From an optimization exercise on the open Yosys and OpenROAD flow, aimed at small area, a short achievable clock period and few clock cycles per item; shortcuts taken in it are not production practice.
In this exercise RTL edits were held to simulation tests only and were not proved equivalent to the original.
Power figures rest on the tool's default switching activity, not on a simulated workload.

--- flow/flow/run.sh ---
#!/bin/bash
set -euo pipefail
bash standard.sh SETUP_SLACK_MARGIN=6.5 finish > standard_flow.log 2>&1
--- flow/standard.sh ---
#!/bin/bash
# synth_recipe.tcl (not shown) runs the flow's synth.tcl, then flattens the netlist and writes it again
# the make line also repeats each setting of config.mk as NAME=value (left out here)
make -C /OpenROAD-flow-scripts/flow DESIGN_CONFIG=/design/flow/config.mk WORK_HOME=/design/flow/orfs CLKGATE_MAP_FILE= SYNTH_SCRIPT=/design/flow/synth_recipe.tcl "${@:-finish}"
--- flow/config.mk ---
export PLATFORM = sky130hd
export DESIGN_NAME = monarco_conv
export DESIGN_NICKNAME = monarco_conv
export VERILOG_FILES = /design/flow/design.v
export SDC_FILE = /design/flow/constraint.sdc
export NUM_CORES = 4
export LEC_CHECK = 0
export ABC_CLOCK_PERIOD_IN_PS = 3500
export CAP_MARGIN = 20
export CORE_MARGIN = 2
export CORE_UTILIZATION = 40
export SLEW_MARGIN = 20
--- flow/constraint.sdc ---
create_clock -name core_clock -period 10.0 [get_ports {clk}]
set_input_delay 2.0000 -clock core_clock [delete_from_list [all_inputs] [get_ports {clk}]]
set_output_delay 2.0000 -clock core_clock [all_outputs]
set_load 0.01 [all_outputs]
--- flow/design.v ---
module monarco_conv (
    input  wire        clk,
    input  wire        rst,
    input  wire        in_valid,
    output wire        in_ready,
    input  wire [31:0] in_word,
    input  wire [63:0] in_payload,
    output reg         out_valid,
    input  wire        out_ready,
    output reg  [15:0] out_code,
    output reg  [2:0]  out_status,
    output reg  [1:0]  out_warn
);
    reg        busy;
    reg        first;     
    reg        op_duty, op_aout, op_freq;
    reg        c_resv, c_idx, c_den0, c_num0;
    reg        ph_mul;    
    reg        ph_cmp;    
    reg        ph_div;    
    reg        ph_eq;     
    reg        ph_fin;    
    reg        ph_xit;    
    reg [4:0]  cnt;
    reg        cnt0;      
    reg        s_divd, s_divn, s_sub2n, s_sub2d, s_add2d, s_add4d, s_prep;
    reg signed [32:0] R;
    reg [23:0] L;
    reg [31:0] D;         
    reg [31:0] N;         
    reg [3:0]  m10;       
    wire [7:0]  opcode = in_word[31:24];
    wire [3:0]  index  = in_word[3:0];
    wire [31:0] num    = in_payload[63:32];
    wire [31:0] den    = in_payload[31:0];
    wire is_duty = (opcode == 8'h12);
    wire is_freq = (opcode == 8'h13);
    wire is_aout = (opcode == 8'h14);
    wire known   = op_duty | op_aout | op_freq;
    wire num_neg = N[31];
    wire special = ~known | c_resv | c_idx | c_den0 | num_neg | c_num0 | (op_freq & D[31]);
    reg [20:0] sres;      
    always @(*) begin
        if (!known)                 sres = {3'd1, 18'd0};
        else if (c_resv)            sres = {3'd2, 18'd0};
        else if (c_idx)             sres = {3'd3, 18'd0};
        else if (c_den0)            sres = {3'd4, 18'd0};
        else if (op_duty & num_neg) sres = {3'd4, 18'd0};
        else if (op_aout & num_neg) sres = {3'd0, 2'b01, 16'd0};
        else                        sres = 21'd0;    
    end
    wire        l_in = (s_divd | s_divn) & L[23];
    wire [35:0] A    = {{2{R[32]}}, R, l_in};
    wire        nz12 = |R[11:0];
    wire [35:0] B    = ({36{s_divd}}  & ~{4'd0, D})
                     | ({36{s_divn}}  & ~{4'd0, N})
                     | ({36{s_sub2n}} & ~{3'd0, N, 1'b0})
                     | ({36{s_sub2d}} & ~{3'd0, D, 1'b0})
                     | ({36{s_add2d}} &  {3'd0, D, 1'b0})
                     | ({36{s_add4d}} &  {2'd0, D, 2'b0})
                     | ({36{s_prep}}  & ~{16'd0, R[31:12], nz12});
    wire        cin  = s_divd | s_divn | s_sub2n | s_sub2d | (s_prep & ~nz12);
    wire [35:0] S    = A + B + {35'd0, cin};
    wire        qb   = ~S[35];                   
    wire        t10  = (m10 >= 4'd5);            
    wire [4:0]  v10  = {m10, qb};
    wire [3:0]  m10n = t10 ? (v10 - 5'd10) : v10[3:0];
    wire [15:0] qd   = L[15:0];
    wire [15:0] qd1  = L[15:0] - 16'd1;
    wire        a_hi = (L[14:11] != 4'd0) | ((L[10:0] == 11'h7FF) & t10);
    wire [20:0] ares = a_hi ? {3'd0, 2'b10, 16'd4095} : {5'd0, L[14:0], t10};
    wire [22:0] Z    = L[22:0];
    wire        rz   = (R[31:0] == 32'd0);
    wire f_lt1  = (Z > 23'd8000000) | ((Z == 23'd8000000) & ~rz);
    wire f_t1   = (Z > 23'd800000)  | ((Z == 23'd800000)  & ~rz);
    wire f_t2   = (Z > 23'd80000)   | ((Z == 23'd80000)   & ~rz);
    wire f_t3   = (Z > 23'd8000)    | ((Z == 23'd8000)    & ~rz);
    wire f_hi   = (Z < 23'd80)      | ((Z == 23'd80)      & rz);
    reg  [15:0] fcode;
    always @(*) begin
        if (f_lt1 | f_hi) fcode = 16'd0;
        else if (f_t1)    fcode = {Z[22:9], 2'd3};
        else if (f_t2)    fcode = {Z[19:6], 2'd2};
        else if (f_t3)    fcode = {Z[16:3], 2'd1};
        else              fcode = {Z[13:0], 2'd0};
    end
    wire fin_cmp = ph_cmp & op_duty;
    wire fin_div = ph_div & op_aout & cnt0;
    wire fin_ok  = fin_cmp | fin_div | ph_fin | ph_eq | ph_xit;
    wire fin_sp  = first & special;
    wire fin     = busy & (fin_sp | (~first & fin_ok));
    assign in_ready = ~busy | (fin_ok & ~out_valid);
    wire slot_free = ~out_valid | out_ready;
    wire accept    = in_valid & in_ready;
    wire stall     = fin & ~slot_free;
    wire done      = fin & slot_free;
    wire step      = busy & ~stall;
    reg [20:0] res;
    always @(*) begin
        if (first)        res = sres;
        else if (fin_cmp) res = {5'd0, qb ? qd : qd1};
        else if (fin_div) res = ares;
        else if (ph_eq)   res = rz ? {5'd0, 16'hFFFF} : {3'd4, 18'd0};
        else if (ph_fin)  res = {5'd0, fcode};
        else              res = op_aout ? {3'd0, 2'b10, 16'd4095} : 21'd0;    
    end
    function [1:0] mdig;      
        input [2:0] i;
        case (i)
        3'd0: mdig = 2'd2;
        3'd1: mdig = 2'd0;
        3'd2: mdig = 2'd1;
        3'd3: mdig = 2'd0;
        3'd4: mdig = 2'd2;
        3'd5: mdig = 2'd2;
        3'd6: mdig = 2'd3;
        default: mdig = 2'd2;
        endcase
    endfunction
    wire [1:0] mnext = mdig(cnt[2:0] + 3'd1);
    always @(posedge clk) begin
        if (rst) begin
            busy      <= 1'b0;
            out_valid <= 1'b0;
            first     <= 1'b0;
            ph_mul <= 1'b0; ph_cmp <= 1'b0; ph_div <= 1'b0; ph_eq <= 1'b0;
            ph_fin <= 1'b0; ph_xit <= 1'b0;
            s_divd <= 1'b0; s_divn <= 1'b0; s_sub2n <= 1'b0; s_sub2d <= 1'b0;
            s_add2d <= 1'b0; s_add4d <= 1'b0; s_prep <= 1'b0;
        end else begin
            if (out_valid & out_ready)
                out_valid <= 1'b0;
            if (done) begin
                out_valid  <= 1'b1;
                {out_status, out_warn, out_code} <= res;
            end
            if (accept) begin
                busy    <= 1'b1;
                first   <= 1'b1;
                D       <= den;
                N       <= num;
                m10     <= 4'd0;
                op_duty <= is_duty;
                op_aout <= is_aout;
                op_freq <= is_freq;
                c_resv  <= |in_word[23:4];
                c_idx   <= is_duty ? (index[3:2] != 2'b00) : (index[3:1] != 3'b000);
                c_den0  <= (den == 32'd0);
                c_num0  <= (num == 32'd0);
                ph_mul  <= ~is_duty;
                ph_div  <= is_duty;
                ph_cmp  <= 1'b0; ph_eq <= 1'b0; ph_fin <= 1'b0; ph_xit <= 1'b0;
                s_divd  <= is_duty;
                s_divn  <= 1'b0;
                s_prep  <= is_aout;
                s_add4d <= ~is_duty & ~is_aout;     
                s_add2d <= 1'b0; s_sub2n <= 1'b0; s_sub2d <= 1'b0;
                cnt     <= is_duty ? 5'd16 : 5'd0;
                cnt0    <= 1'b0;
                R       <= is_duty ? {2'b00, num[31:1]} : (is_aout ? {1'b0, num} : 33'd0);
                L       <= {is_duty & num[0], 23'd0};
            end else if (step) begin
                first <= 1'b0;
                if (done) begin
                    busy <= 1'b0;
                    ph_mul <= 1'b0; ph_cmp <= 1'b0; ph_div <= 1'b0; ph_eq <= 1'b0;
                    ph_fin <= 1'b0; ph_xit <= 1'b0;
                    s_divd <= 1'b0; s_divn <= 1'b0; s_sub2n <= 1'b0; s_sub2d <= 1'b0;
                    s_add2d <= 1'b0; s_add4d <= 1'b0; s_prep <= 1'b0;
                end else if (ph_mul) begin
                    R   <= S[35:3];
                    cnt <= cnt + 5'd1;
                    s_prep <= 1'b0;
                    if (op_aout) begin
                        if (cnt[0]) begin
                            L <= {S[2:1], L[23:2]};
                            ph_mul <= 1'b0; ph_cmp <= 1'b1; s_sub2d <= 1'b1;
                        end else begin
                            L <= {S[2:1], (~N[11:0]) + 12'd1, 10'd0};
                        end
                    end else begin
                        L <= {S[2:1], L[23:2]};
                        if (cnt[2:0] == 3'd7) begin
                            ph_mul <= 1'b0; ph_div <= 1'b1;
                            s_divn <= 1'b1; s_sub2n <= 1'b0; s_add2d <= 1'b0; s_add4d <= 1'b0;
                            cnt  <= 5'd23;
                        end else begin
                            s_add2d <= (mnext == 2'd1);
                            s_add4d <= (mnext == 2'd2);
                            s_sub2n <= 1'b0;
                            s_sub2d <= (mnext == 2'd3);
                        end
                    end
                end else if (ph_cmp) begin
                    ph_cmp  <= 1'b0;
                    s_sub2d <= 1'b0;
                    if (qb) begin
                        ph_xit <= 1'b1;
                    end else begin
                        ph_div <= 1'b1; s_divd <= 1'b1;
                        cnt  <= 5'd15;
                        cnt0 <= 1'b0;
                    end
                end else if (ph_div) begin
                    R   <= qb ? S[32:0] : {R[31:0], L[23]};
                    L   <= {L[22:0], op_aout ? t10 : qb};
                    m10 <= m10n;
                    cnt <= cnt - 5'd1;
                    cnt0 <= (cnt == 5'd1);
                    if (op_duty & (cnt == 5'd16) & qb) begin
                        ph_div <= 1'b0; ph_eq <= 1'b1; s_divd <= 1'b0;
                    end else if (op_freq & (cnt == 5'd23) & qb) begin
                        ph_div <= 1'b0; ph_xit <= 1'b1; s_divn <= 1'b0;
                    end else if (cnt0) begin
                        ph_div <= 1'b0; s_divd <= 1'b0; s_divn <= 1'b0;
                        if (op_freq) ph_fin <= 1'b1;
                        else begin ph_cmp <= 1'b1; s_sub2n <= 1'b1; end
                    end
                end
            end
        end
    end
endmodule
==> results of run 1 <==
-- per-layer routing --
metal / wire length [um] / share of wire, %
met1: 19500 / 39
met2: 23600 / 48
met3: 4210 / 8.5
met4: 2310 / 4.7
met5: 0 / 0
-- per-stage QoR --
stage                     worst slack, ns  cell area (um^2)  utilization [%]  hold WS [ns]  std cells
after CTS                            6.01             16500             52.1         0.502       1974
after floorplan                      5.95             13000                -         0.442       1417
final                                5.87             17500             55.5         0.523       2019
after global routing                 5.73             17500             55.5         0.544       2019
after global placement               5.02             14400             45.6         0.454       1858
after detailed placement             5.03             14400             45.6         0.465       1858
-- cells by family (layout without fill, tap and decap cells) --
family / after synthesis / in the layout
XOR/XNOR: 52 / 52
multiplexers: 55 / 55
buffers and inverters: 156 / 355
flip-flops: 175 / 175
adder cells (fa/ha/maj): 47 / 47
AND/OR/NAND/NOR: 450 / 451
AO/OA/AOI/OAI: 482 / 482
-- synthesized netlist by cell type (all sizes together), types with 27 or more instances --
cell type,number
a21oi,123
clkbuf,82
edfxtp,159
ha,45
inv,56
mux2i,50
nand2,128
nand3,38
nor2,102
nor3,34
nor4,44
o21ai,93
xnor2,27
-- cell type report --
type	instances	share of cell area, %
clock inverter	15	1.01
inverter	58	1.39
tap	402	2.87
timing repair buffer	263	15.9
multi-input combinational	1087	47.1
timing repair inverter	2	0.0857
clock buffer	17	2.43
sequential	175	29.2
-- report_power, final --
group	internal (mW)	switching, mW
Sequential	0.854	0.0628
Clock	0.358	0.337
Combinational	0.349	0.413
Total	1.56	0.813
-- sequential cells by signal, summed over array words and instances, names as in the netlist, 2 cells and up --
| name | count |
|---|---|
| L | 24 |
| cnt | 5 |
| out_status | 3 |
| R | 33 |
| N | 32 |
| out_warn | 2 |
| out_code | 16 |
| m10 | 4 |
| D | 32 |
-- timing repair --
action | in CTS | in global routing
resized for setup | 185 | 145
endpoints found under the hold margin | 0 | 0
pin swaps | 57 | 90
hold buffers | 0 | 0
setup endpoints to repair | 230 | 151
setup buffers | 73 | 42
cloned | 11 | 3
-- critical path, delay by kind of cell (launching register included) --
family / cells / cell delay, ns
AO/OA/AOI/OAI: 6 / 1.42
AND/OR/NAND/NOR: 5 / 0.97
adder cells (fa/ha/maj): 2 / 0.75
flip-flops: 1 / 0.42
XOR/XNOR: 1 / 0.16
buffers and inverters: 1 / 0.13
-- worst max path at each step --
stage / from / endpoint / slack (ns) / cells after the start
global placement: s_prep$_SDFFE_PP0P_ / R[30]$_DFFE_PP_ / 5.02 / 15
CTS: R[9]$_DFFE_PP_ / R[30]$_DFFE_PP_ / 6.01 / 13
global route: R[1]$_DFFE_PP_ / R[19]$_DFFE_PP_ / 5.73 / 15
detailed placement: s_prep$_SDFFE_PP0P_ / R[30]$_DFFE_PP_ / 5.03 / 15
floorplan: in_valid / m10[0]$_SDFFCE_PP0P_ / 5.95 / 5
finish: R[9]$_DFFE_PP_ / R[19]$_DFFE_PP_ / 5.87 / 15
-- layout by cell type, fill, tap and decap left out, types with 8 or more instances in the layout --
cell type        count
nand2_1            119
xnor2_1             23
ha_4                16
inv_1               54
nand3_1             32
a21o_1              15
nor2_1              84
nor2_4              10
o22ai_1             26
ha_1                22
a211o_1             17
a21oi_1             99
mux2i_1             48
a222oi_1            10
o21a_1              10
buf_6               32
a311oi_1             9
o21ai_0             54
a21oi_2             18
a31oi_1              9
clkbuf_16           19
clkdlybuf4s50_1    112
o211ai_1            23
nor3_1              27
a22o_1              26
nor4_1              36
nand2b_1            11
o2111ai_1            8
buf_12              13
buf_4               86
a211oi_1            14
nand4_1             21
o221ai_1            21
and3_1               8
edfxtp_1           159
nor2b_1             10
xor2_1              22
a22oi_1              8
nor2_2               9
o21ai_1             30
==> metrics.cfg, run 1 <==
[timing]
fin_setup_tns_ns = 0
slew_headroom_pct = 32.2
slew_violations = 0
worst_pin_slew_ns = 1.01
period_share_pct = 41.3
fin_skew_ns = 0.0193
final-hold-violation-count = 0
max_freq_ghz = 0.242
rsz0062_at_grt = true
fin_crit_ns = 4.13
setup_violations = 0

[pwr]
power_density_nw_per_um2 = 135
leakage_nw = 6.44
power_mw = 2.37
vdd_drop_max_v = 0.000128

[synthesis]
synthCells = 1417
synth_top_family_by_area = compound AO/OA/AOI/OAI gates
synth.area.mux_share_pct = 4.34
ys_warn_count = 1
synth.largest_area_cell = edfxtp_1
synth_adder_area_share_pct = 4.70
synth.avg_cell_area_um2 = 9.06
mappedNetlistNets = 1564
yosys_most_used_dff = edfxtp_1
synth-edff-count = 159
yosys-top-cells-area = edfxtp_1 37%, a21oi_1 4.8%, ha_1 4.4%
synth_compound_area_share_pct = 25.3
synth_top_area_share_pct = 37.2
ys_ff_latch = 175
ys_async_sr_fraction_pct = 0
syn-cell-area_um2 = 12800
synth_xor_area_share_pct = 3.55
yosys.area_share.simple_pct = 17.6
yosysUniqueCellTypes = 80
ys_seq_area_share_pct = 39.7

[clocking]
clk_path_buf_depth = 2
cts_root_buffer = clkbuf_16
cts.sinks = 175
cts_tree = done
cts.clk_slew.worst_paths_ns = 0.08
cts_buffers = 17
clock_latency_ns = 0.45
h-tree-depth = 4

[floorplan]
initial_core_util_pct = 40.7
core_area_um2 = 31600
die-area_um2 = 33500
fp.dieH_um = 183
pin_count = 123
num_rows = 65
fp.dieW_um = 183

[place]
gp_congestion = 0.905
dp_hpwl_um = 31800
portBuffers = 121

[finish]
final_nets = 1751
multi_input_comb_area_um2 = 8260
fillCellCount = 2746
areaGrowthSynthToFinish_pct = 36.5
layout-drive-gt1-share_pct = 22.7
register_area_um2 = 5120
antenna_cells = 0

[global_route]
busiest_layer = met2
grt_pass1_vias = 12100
met2_usage_pct = 46.5
grt_max_degree = 73
track_usage_pct = 28.2
antenna_found_initial = 0
met3_usage_pct = 4.33
overflow = 0
grt_pass1_wl_um = 72500
grt_util_met1_pct = 37.1

[critical_path]
crit_path_max_incr_delay_ns = 0.42
critical_path_class = flop to flop
end_kind = flop
cp_data_arrival_time_ns = 4.30
path_max_fanout = 4
worst_r2r_endpoint = R[19]$_DFFE_PP_
crit_top_cell = fa_2
path_cells = nor4_2, nand3_1, o21a_1, and3_4, fa_2, fa_2, nor2b_4, o2111ai_4, a211o_4, buf_6, nand3_4, a31oi_4, xnor2_2, a222oi_1, o21ai_1
cp_data_required_time_ns = 10.17
reg2reg_slack_ns = 5.87
r2r_cells = 15
r2r-start = R[9]$_DFFE_PP_
startpoint_type = flop
cp_slowest_cell = edfxtp_1

[drt]
vias = 13200
drt_wl_total_um = 49600
drt_iter0_drc = 1908
drc = 0
drtAntennaViolNets = 0
vias_per_cell = 6.53
dr.pass1.iters = 8
post_drt_wl_per_cell_um = 24.6

[worst_hold_path]
min_path_cells = 1
hp-class = flop to flop
hold_path_startpoint = ph_fin$_SDFFE_PP0P_
hold_end = ph_fin$_SDFFE_PP0P_

[status]
outcome = no timing/DRC/antenna violations

[flow_run]
cap_violations = 0

Testbench counts, summed over its fixed seeds: cycles 135,508, items 8,000.
==> inputs of run 2 (changes only) <==
==> flow/run.sh (new file) <==
#!/bin/bash
# synth_recipe.tcl (not shown) runs the flow's synth.tcl, then flattens the netlist and writes it again
# the make line also repeats each setting of config.mk as NAME=value (left out here)
make -C /OpenROAD-flow-scripts/flow DESIGN_CONFIG=/design/flow/config.mk WORK_HOME=/design/flow/orfs CLKGATE_MAP_FILE= SYNTH_SCRIPT=/design/flow/synth_recipe.tcl finish
--- a/flow/config.mk
+++ b/flow/config.mk
@@ -10,3 +10,4 @@
 export CORE_MARGIN = 2
 export CORE_UTILIZATION = 40
+export SETUP_SLACK_MARGIN = 5
 export SLEW_MARGIN = 20
removed: flow/flow/run.sh
removed: flow/standard.sh
==> metrics.cfg, run 2 <==
[status]
outcome = no timing/DRC/antenna violations

[critical_path]
crit_path_max_incr_delay_ns = 0.62
r2r_cells = 13
path_max_fanout = 32
cp_data_required_time_ns = 10.31
cp_data_arrival_time_ns = 5.07
path_cells = clkinvlp_4, o22ai_1, a211o_1, ha_1, a21o_1, o31ai_1, nand2_1, a22oi_2, a21o_1, buf_4, nand4_1, or4b_1, nand3_1
r2r-start = s_prep$_SDFFE_PP0P_
crit_top_cell = a21o_1
reg2reg_slack_ns = 5.23
cp_slowest_cell = dfxtp_1
worst_r2r_endpoint = out_code[13]$_SDFFCE_PP0P_
critical_path_class = flop to flop
end_kind = flop
startpoint_type = flop

[finish]
largest_reg_flops = 33
finish.utilization_pct = 47.5
final_nets = 1627
fillCellCount = 3035
top_regs = R (33), D (32), N (32)
areaGrowthSynthToFinish_pct = 16.9
top_register = R
design_area_um2 = 15000
antenna_cells = 0
layout-drive-gt1-share_pct = 6.03
most-common-layout-cells = 159 x edfxtp_1, 128 x nand2_1, 121 x a21oi_1, 121 x clkdlybuf4s50_1, 96 x nor2_1
layout_commonest_cell = edfxtp_1
layout.cells.non_filler = 1895

[drt]
post_drt_wl_per_cell_um = 23.3
drt_wl_total_um = 44100
drc = 0
drt_iter0_drc = 1566
dr.pass1.iters = 6
vias_per_cell = 6.43
vias = 12200
drtAntennaViolNets = 0

[synthesis]
yosys-top-cells-area = edfxtp_1 37%, a21oi_1 4.8%, ha_1 4.4%
ys_seq_area_share_pct = 39.7
ys_warn_count = 1
synth_most_common_cell = edfxtp_1
synth.avg_cell_area_um2 = 9.06
ys_async_sr_fraction_pct = 0
synthCells = 1417
ys_ff_latch = 175
synth.largest_area_cell = edfxtp_1
mappedNetlistNets = 1564
syn-cell-area_um2 = 12800
synth_top_area_share_pct = 37.2
synth-edff-count = 159
yosys_most_used_dff = edfxtp_1
synth_common_cells = 159 x edfxtp_1, 128 x nand2_1, 122 x a21oi_1, 101 x nor2_1, 80 x clkbuf_1
yosysUniqueCellTypes = 80

[place]
portBuffers = 121
pre_cts_slack_ns = 4.72
gp_congestion = 0.932
dpl-instance-area_um2 = 14300
dp.cells = 1858
dp_hpwl_um = 31800

[global_route]
track_usage_pct = 25.8
grt_max_degree = 73
antenna_found_initial = 0
grt_pass1_wl_um = 66900
grt_pass1_vias = 11400
overflow = 0

[timing]
rsz0062_at_grt = false
max_freq_ghz = 0.210
fin_skew_ns = 0.0206
final-hold-violation-count = 0
slew_headroom_pct = 33.4
slew_violations = 0
setup_violations = 0
hold-worst-slack_ns = 0.479
layout_setup_ws_ns = 5.23
worst_pin_slew_ns = 0.999
fin_crit_ns = 4.77
period_share_pct = 47.7
fin_setup_tns_ns = 0

[clocking]
cts.sinks = 175
cts.clk_slew.worst_paths_ns = 0.08
cts_buffers = 17
cts_root_buffer = clkbuf_16
h-tree-depth = 4
cts_tree = done
clock_latency_ns = 0.46
clk_path_buf_depth = 2

[flow_run]
cap_violations = 0

[floorplan]
num_rows = 65
initial_core_util_pct = 40.7
fp.dieH_um = 183
core_area_um2 = 31600
pin_count = 123
fp.dieW_um = 183
die-area_um2 = 33500

[pwr]
vdd_drop_max_v = 0.000130
power_density_nw_per_um2 = 144
leakage_nw = 5.47
power_mw = 2.16

[worst_hold_path]
hold_path_startpoint = ph_xit$_SDFFE_PP0P_
hold_end = ph_xit$_SDFFE_PP0P_
min_path_cells = 1
hp-class = flop to flop

==> run 2: cells by family after synthesis <==
| kind of cell | Yosys count | synth area share (%) |
|---|---|---|
| buffers and inverters | 156 | 4.76 |
| adders and majority gates | 47 | 4.70 |
| xor gates and xnor gates | 52 | 3.55 |
| AOI/OAI and AO/OA | 482 | 25.3 |
| DFF | 175 | 39.7 |
| muxes | 55 | 4.34 |
| and+or+nand+nor | 450 | 17.6 |
==> run 2: layout make-up <==
cell class                 count  area [um^2]  area share (%)
timing repair buffer         140         1360            9.05
inverter                      58          229            1.53
sequential                   175         5100            34.0
tap                          402          503            3.35
clock inverter                15          204            1.36
timing repair inverter         2         12.5          0.0834
multi-input combinational   1086         7170            47.8
clock buffer                  17          425            2.84
==> run 2: worst max path at each step <==
stage	from	to	slack (ns)	cells after the start
5_1_grt	s_prep$_SDFFE_PP0P_	out_code[13]$_SDFFCE_PP0P_	5.00	14
3_3_place_gp	s_divn$_SDFFE_PP0P_	cnt[4]$_DFFE_PP_	4.70	13
3_5_place_dp	s_divn$_SDFFE_PP0P_	R[30]$_DFFE_PP_	4.72	13
2_1_floorplan	in_valid	L[0]$_SDFFCE_PP0P_	5.34	5
6_report	s_prep$_SDFFE_PP0P_	out_code[13]$_SDFFCE_PP0P_	5.23	13
4_1_cts	s_divd$_SDFFE_PP0P_	R[30]$_DFFE_PP_	5.06	13
==> run 2: critical path: cells and delay by family, from the launching register on <==
kind            cells  cell delay (ns)
flops               1             0.62
compound gates      6             1.62
simple gates        4             1.23
buf+inv             2             0.82
fa+ha+maj           1             0.29
==> run 2: routing by layer <==
layer | global-route usage (%) | part of all wire, % | vias to the layer above
li1 | - | - | 5619
met1 | 35.1 | 42 | 5851
met2 | 41.3 | 46 | 631
met3 | 4.53 | 8.1 | 83
met4 | 9.22 | 3.0 | 0
met5 | 0 | 0 | -
==> run 2: repair_timing <==
action                     in CTS  in global routing
setup endpoints to repair      20                 13
gates cloned                    0                  2
hold buffers                    0                  0
buffers inserted                0                  3
gates resized for setup         5                  4
==> run 2: power by group <==
part | internal [mW] | switching, mW | total [mW]
logic | 0.208 | 0.316 | 0.524
clock network | 0.346 | 0.372 | 0.718
registers | 0.856 | 0.0619 | 0.918

## separate check: timing with driven ports
The results above use ideal ports. As a check the final layouts listed here were re-extracted and re-timed, cells and wires unchanged.
Step 1, drivers: a clkbuf_16 drives clk and a buf_2 each remaining input, both assumed.
Step 2 times the ports against the registers' clock, not the clock port: input delays grow and output delays shrink by t, the midpoint of the rising clock arrivals with the driver on.
Slacks: no drivers / after step 1 / after step 2; pairs: no drivers / after step 1.
run	t (ns)	slack for setup (ns)	worst hold slack (ns)	pins driven straight from the clock port
run 1	0.491	5.873 / 5.873 / 5.698	0.523 / 0.523 / 0.523	1
run 2	0.498	5.234 / 5.212 / 5.158	0.479 / 0.479 / 0.479	1
After both steps setup and hold are still met in every run listed. For run 1, which loses most, drivers alone change the setup slack by 0.000 ns; drivers and shift together by -0.175 ns.
